Source: an optimization exercise on an open RTL-to-GDS flow (aim: small area, a short achievable clock period and few clock cycles per item). Production flows keep margins and buffers that such runs may drop. In this exercise RTL edits were held to simulation tests only and were not proved equivalent to the original. Power is estimated from default activity; no workload was simulated.

### config.mk
export PLATFORM = sky130hd
export DESIGN_NAME = mod_inv_unit
export DESIGN_NICKNAME = mod_inv_unit
export VERILOG_FILES = /design/flow/design.v
export SDC_FILE = /design/flow/constraint.sdc
export NUM_CORES = 4
export LEC_CHECK = 0
export CAP_MARGIN = 20
export CORE_MARGIN = 2
export CORE_UTILIZATION = 40
export SLEW_MARGIN = 20
### constraint.sdc
create_clock -name core_clock -period 10.0 [get_ports {clk}]
set_input_delay 2.0000 -clock core_clock [delete_from_list [all_inputs] [get_ports {clk}]]
set_output_delay 2.0000 -clock core_clock [all_outputs]
set_load 0.01 [all_outputs]
### design.v
module mod_inv_unit (
    input  wire        clk,
    input  wire        rst,
    input  wire        in_valid,
    output wire        in_ready,
    input  wire [63:0] in_a,
    input  wire [63:0] in_q,
    output reg         out_valid,
    output reg  [63:0] out_r,
    output reg         out_err
);
    reg        busy;
    reg [63:0] q_r;
    reg [63:0] u;
    reg [63:0] v;
    reg [63:0] x1;
    reg [63:0] x2;
    assign in_ready = !busy;
    wire accept = in_valid && in_ready;
    wire [63:0] a_canon = in_a[63] ? in_a + in_q : in_a;
    wire [63:0] x1_sum  = x1 + q_r;
    wire [63:0] x1_half = x1[0] ? {1'b0, x1_sum[63:1]} : {1'b0, x1[63:1]};
    wire [63:0] x12 = (x1 >= x2) ? x1 - x2 : x1 + q_r - x2;
    wire [63:0] x21 = (x2 >= x1) ? x2 - x1 : x2 + q_r - x1;
    always @(posedge clk) begin
        if (rst) begin
            busy      <= 1'b0;
            out_valid <= 1'b0;
        end else begin
            out_valid <= 1'b0;
            if (accept) begin
                busy <= 1'b1;
                q_r  <= in_q;
                u    <= a_canon;
                v    <= in_q;
                x1   <= 64'd1;
                x2   <= 64'd0;
            end else if (busy) begin
                if (u == 64'd0) begin
                    busy      <= 1'b0;
                    out_valid <= 1'b1;
                    out_r     <= x2;
                    out_err   <= (v != 64'd1);
                end else if (!u[0]) begin
                    u  <= {1'b0, u[63:1]};
                    x1 <= x1_half;
                end else if (u >= v) begin
                    u  <= u - v;
                    x1 <= x12;
                end else begin
                    u  <= v - u;
                    v  <= u;
                    x1 <= x21;
                    x2 <= x1;
                end
            end
        end
    end
endmodule
### run.sh
#!/bin/bash
# synth_recipe.tcl (not shown) runs the flow's synth.tcl, then flattens the netlist and writes it again
# the make line also repeats each setting of config.mk as NAME=value (left out here)
make -C /OpenROAD-flow-scripts/flow DESIGN_CONFIG=/design/flow/config.mk WORK_HOME=/design/flow/orfs CLKGATE_MAP_FILE= SYNTH_SCRIPT=/design/flow/synth_recipe.tcl finish
==> summary.md <==
| Metric | Value |
|---|---|
| Worst VDD drop | `0.157 mV` |
| Max-slew violations | `0` |
| First DRT Iteration DRCs | `5781` |
| Routed via count | `49900` |
| CP required | `10520 ps` |
| Pin count of the biggest net entering global routing | `84` |
| Placed Instances | `7877` |
| Worst slew pin tran | `1230 ps` |
| Fin crit share | `0.723` |
| Port Buffers | `197` |
| Slew headroom | `0.170` |
| HP Class | `register to register` |
| CTS sink cnt | `387` |
| Crit-path slowest cell | `o311ai_0` |
| Crit path DAT | `7740 ps` |
| Post-CTS setup buffer count | `0` |
| Syn Inst Count | `6313` |
| Insertion delay to the later sink of the worst-skew pair | `700 ps` |
| Commonest non-fill, non-tap cell in the layout | `a21oi_1` |
| Die Y-Extent | `357 um` |
| Worst slack at placement | `2800 ps` |
| Tot GR Track Use | `0.342` |
| P&R area growth vs syn | `10.1%` |
| Worst Setup End Kind | `register` |
| Gp weighted congestion | `1.03` |
| Startpoint Class | `register` |
| Post-Syn Nets | `7083` |
| Post-CTS resize count | `0` |
| Initial antenna violation count | `14` |
| Run status | `complete, no violations` |
| Final Hold Viols | `0` |
| Post-synth EDFFs | `385` |
| Final cell count without fillers | `7979` |
| H-tree depth | `2` |
| Ys flop type | `edfxtp_1` |
| Net count, final | `7065` |
| Leakage | `22.9 nW` |
| Final WS setup | `2770 ps` |
| Sum of negative setup slack | `0 ps` |
| Final min period | `7230 ps` |
| Final core occ | `0.444` |
| First-pass GRT wire length | `324000 um` |
| MaxCap Viol Count | `0` |
| Rows | `129` |
| R2R cell count | `23` |
| Longest Clk Path Bufs | `3` |
| Final-report setup violation count | `0` |
| Residual DRC | `0` |
| Total number of yosys warnings | `1` |
| Initial core utilization | `0.403` |
| Number of hold buffers added after CTS | `0` |
| Critical Path Fanout Max | `8` |
| 1st-pass router iterations | `6` |
| Ports | `198` |
| #FFs+latches synth | `387` |
| Pwr Total | `10.6 mW` |
| Async S/R FF share, synth | `0` |
| Vias in the first global route | `47600` |
| Unique masters post-synth | `87` |
| Unrepaired setup endpoints after global routing | `false` |
| Most frequent cells in the layout | `a21oi_1, inv_1, ha_1` |
| Clock Skew | `41.4 ps` |
| Dpl hpwl | `181000 um` |
| Core Region | `124000 um2` |
| Multi-input logic area | `34800 um2` |
| CTS tree | `built` |
| FMAX | `138 MHz` |
| Cell area after synthesis | `49800 um2` |
| Total CTS buffers | `53` |
| Register area share after synthesis | `0.233` |
| Filler cells | `12700` |
| Register area | `11600 um2` |
| Crit path largest cell delay | `950 ps` |
| Crit path kind | `register to register` |
| Share of cells above drive strength 1 | `0.0366` |
| Average cell area after synthesis | `7.89 um2` |
| Die width | `357 um` |
| Reg clk slew, reported paths | `60 ps` |
| Total Wirelength | `225000 um` |
| Die area | `127000 um2` |
| Via density | `6.26` |
| Cell Chain, Critical Path | `inv_1, fa_1, nor2_1, o311ai_0, a221oi_1, o21ai_0, and3_1, o21ai_0, a211oi_1, xnor2_1, ha_1, nand4_1, nor4_1, nand2_1, o311ai_0, o31a_1, nand2_1, nand2_1, a21boi_0, o21ai_0, xor2_1, nor2_1, o32ai_1` |
| Final ANT Viol Nets | `0` |
| WL/cell | `28.2 um` |
| PwrDens | `194 nW/um2` |
| Total grt overflow | `0` |
| Clock Tree Root | `clkbuf_16` |
| Hold Path Cell Cnt | `0` |
routing by layer:
layer  wire length, um  track usage  up-vias
met1             97400        0.475    24200
met3             18500       0.0477      425
met4             11000        0.149       12
met5                66            0        -
met2             97700        0.529     2458
li1                  -            -    22800
logic make-up (layout without fill, tap and decap cells):
logic type	Yosys count	after routing	share of synthesized area
buffers and inverters	913	938	0.0705
XOR/XNOR	394	394	0.0693
other	0	4	0
adder cells (fa/ha/maj)	639	639	0.171
AND/OR/NAND/NOR	1674	1674	0.155
multiplexers	95	95	0.0193
AO/OA/AOI/OAI	2211	2211	0.281
flip-flops	387	387	0.233
final timing paths:
check / to / slack [ps] / start
worst max-delay path: x1[60]$_SDFFCE_PP0P_ / 2770 / x1[1]$_SDFFCE_PP0P_
worst min-delay path: out_r[62]$_DFFE_PP_ / 450 / x2[62]$_SDFFCE_PP0P_
worst max register to register: x1[60]$_SDFFCE_PP0P_ / 2770 / x1[1]$_SDFFCE_PP0P_
worst min register to register: out_r[62]$_DFFE_PP_ / 450 / x2[62]$_SDFFCE_PP0P_
synthesized netlist by cell type (116+ instances only):
cell,n,area [um2]
nand4_1,130,813
clkbuf_1,238,893
o211ai_1,116,871
nand2_1,527,1980
xnor2_1,248,2170
a21o_1,209,1570
o21bai_1,146,1100
xor2_1,146,1280
ha_1,569,7120
edfxtp_1,385,11600
inv_1,594,2230
nor2_1,516,1940
o21ai_0,473,2370
a21oi_1,703,3520
area by class of cell:
class	instances	area share
multi-input combinational	5013	0.635
sequential	387	0.212
timing repair buffer	245	0.0432
inverter	595	0.0407
tap	1637	0.0373
clock buffer	55	0.0243
clock inverter	43	0.00801
antenna	4	0.000183
worst max-delay path, delay by kind of cell, from the launching register on:
family | cells | cell delay (ps)
AOI/OAI and AO/OA | 10 | 3560
and+or+nand+nor | 8 | 1490
adders and majority gates | 2 | 930
DFF | 1 | 500
xor gates and xnor gates | 2 | 360
buffers and inverters | 1 | 200
metrics by stage:
stage,cell area [um2],hold WS [ps]
2_1_floorplan,49800,454
3_3_place_gp,53000,478
3_5_place_dp,53100,478
4_1_cts,54800,454
5_1_grt,54800,484
6_report,54800,452
where the power goes:
group	switching [mW]	leakage [nW]	internal, mW	total (mW)
clock	0.891	0.851	1.11	2.00
combinational	4.24	18.4	2.21	6.45
sequential	0.178	3.62	1.98	2.16
total	5.31	22.9	5.31	10.6
sequential cells by signal, indices dropped and copies added (netlist names):
register and count:
u 64, x2 64, out_err 1, busy 1
out_valid 1, v 64, out_r 64, x1 64
q_r 64
Testbench counts, summed over its fixed seeds: cycles 174,308, items 1,600.

[static timing again, ports no longer ideal]
Ports are ideal in the flow. The routed layout listed here was re-timed in OpenROAD.
Step 1 sets driving cells, clkbuf_16 on the clock port and buf_2 on the other inputs (assumed; they add their load-dependent delay and slew).
Step 2, shift: input delay + t, output delay - t, t = (earliest + latest rising clock arrival at the registers) / 2. This alone moves slack from input paths to output paths.
a / b / c = ideal ports / drivers / drivers and shift; a / b = the first two.
shift t [ns]: 0.754
setup WS [ns]: 2.775 / 2.775 / 2.641
slew at the worst register clock pin (ns): 0.07 / 0.07
worst slew at a driven data input, ns: 0.12
pins driven straight from the clock port: 1
After both steps this run still meets setup and hold. The setup slack of this run moves by 0.000 ns with the drivers and by -0.134 ns with both steps.
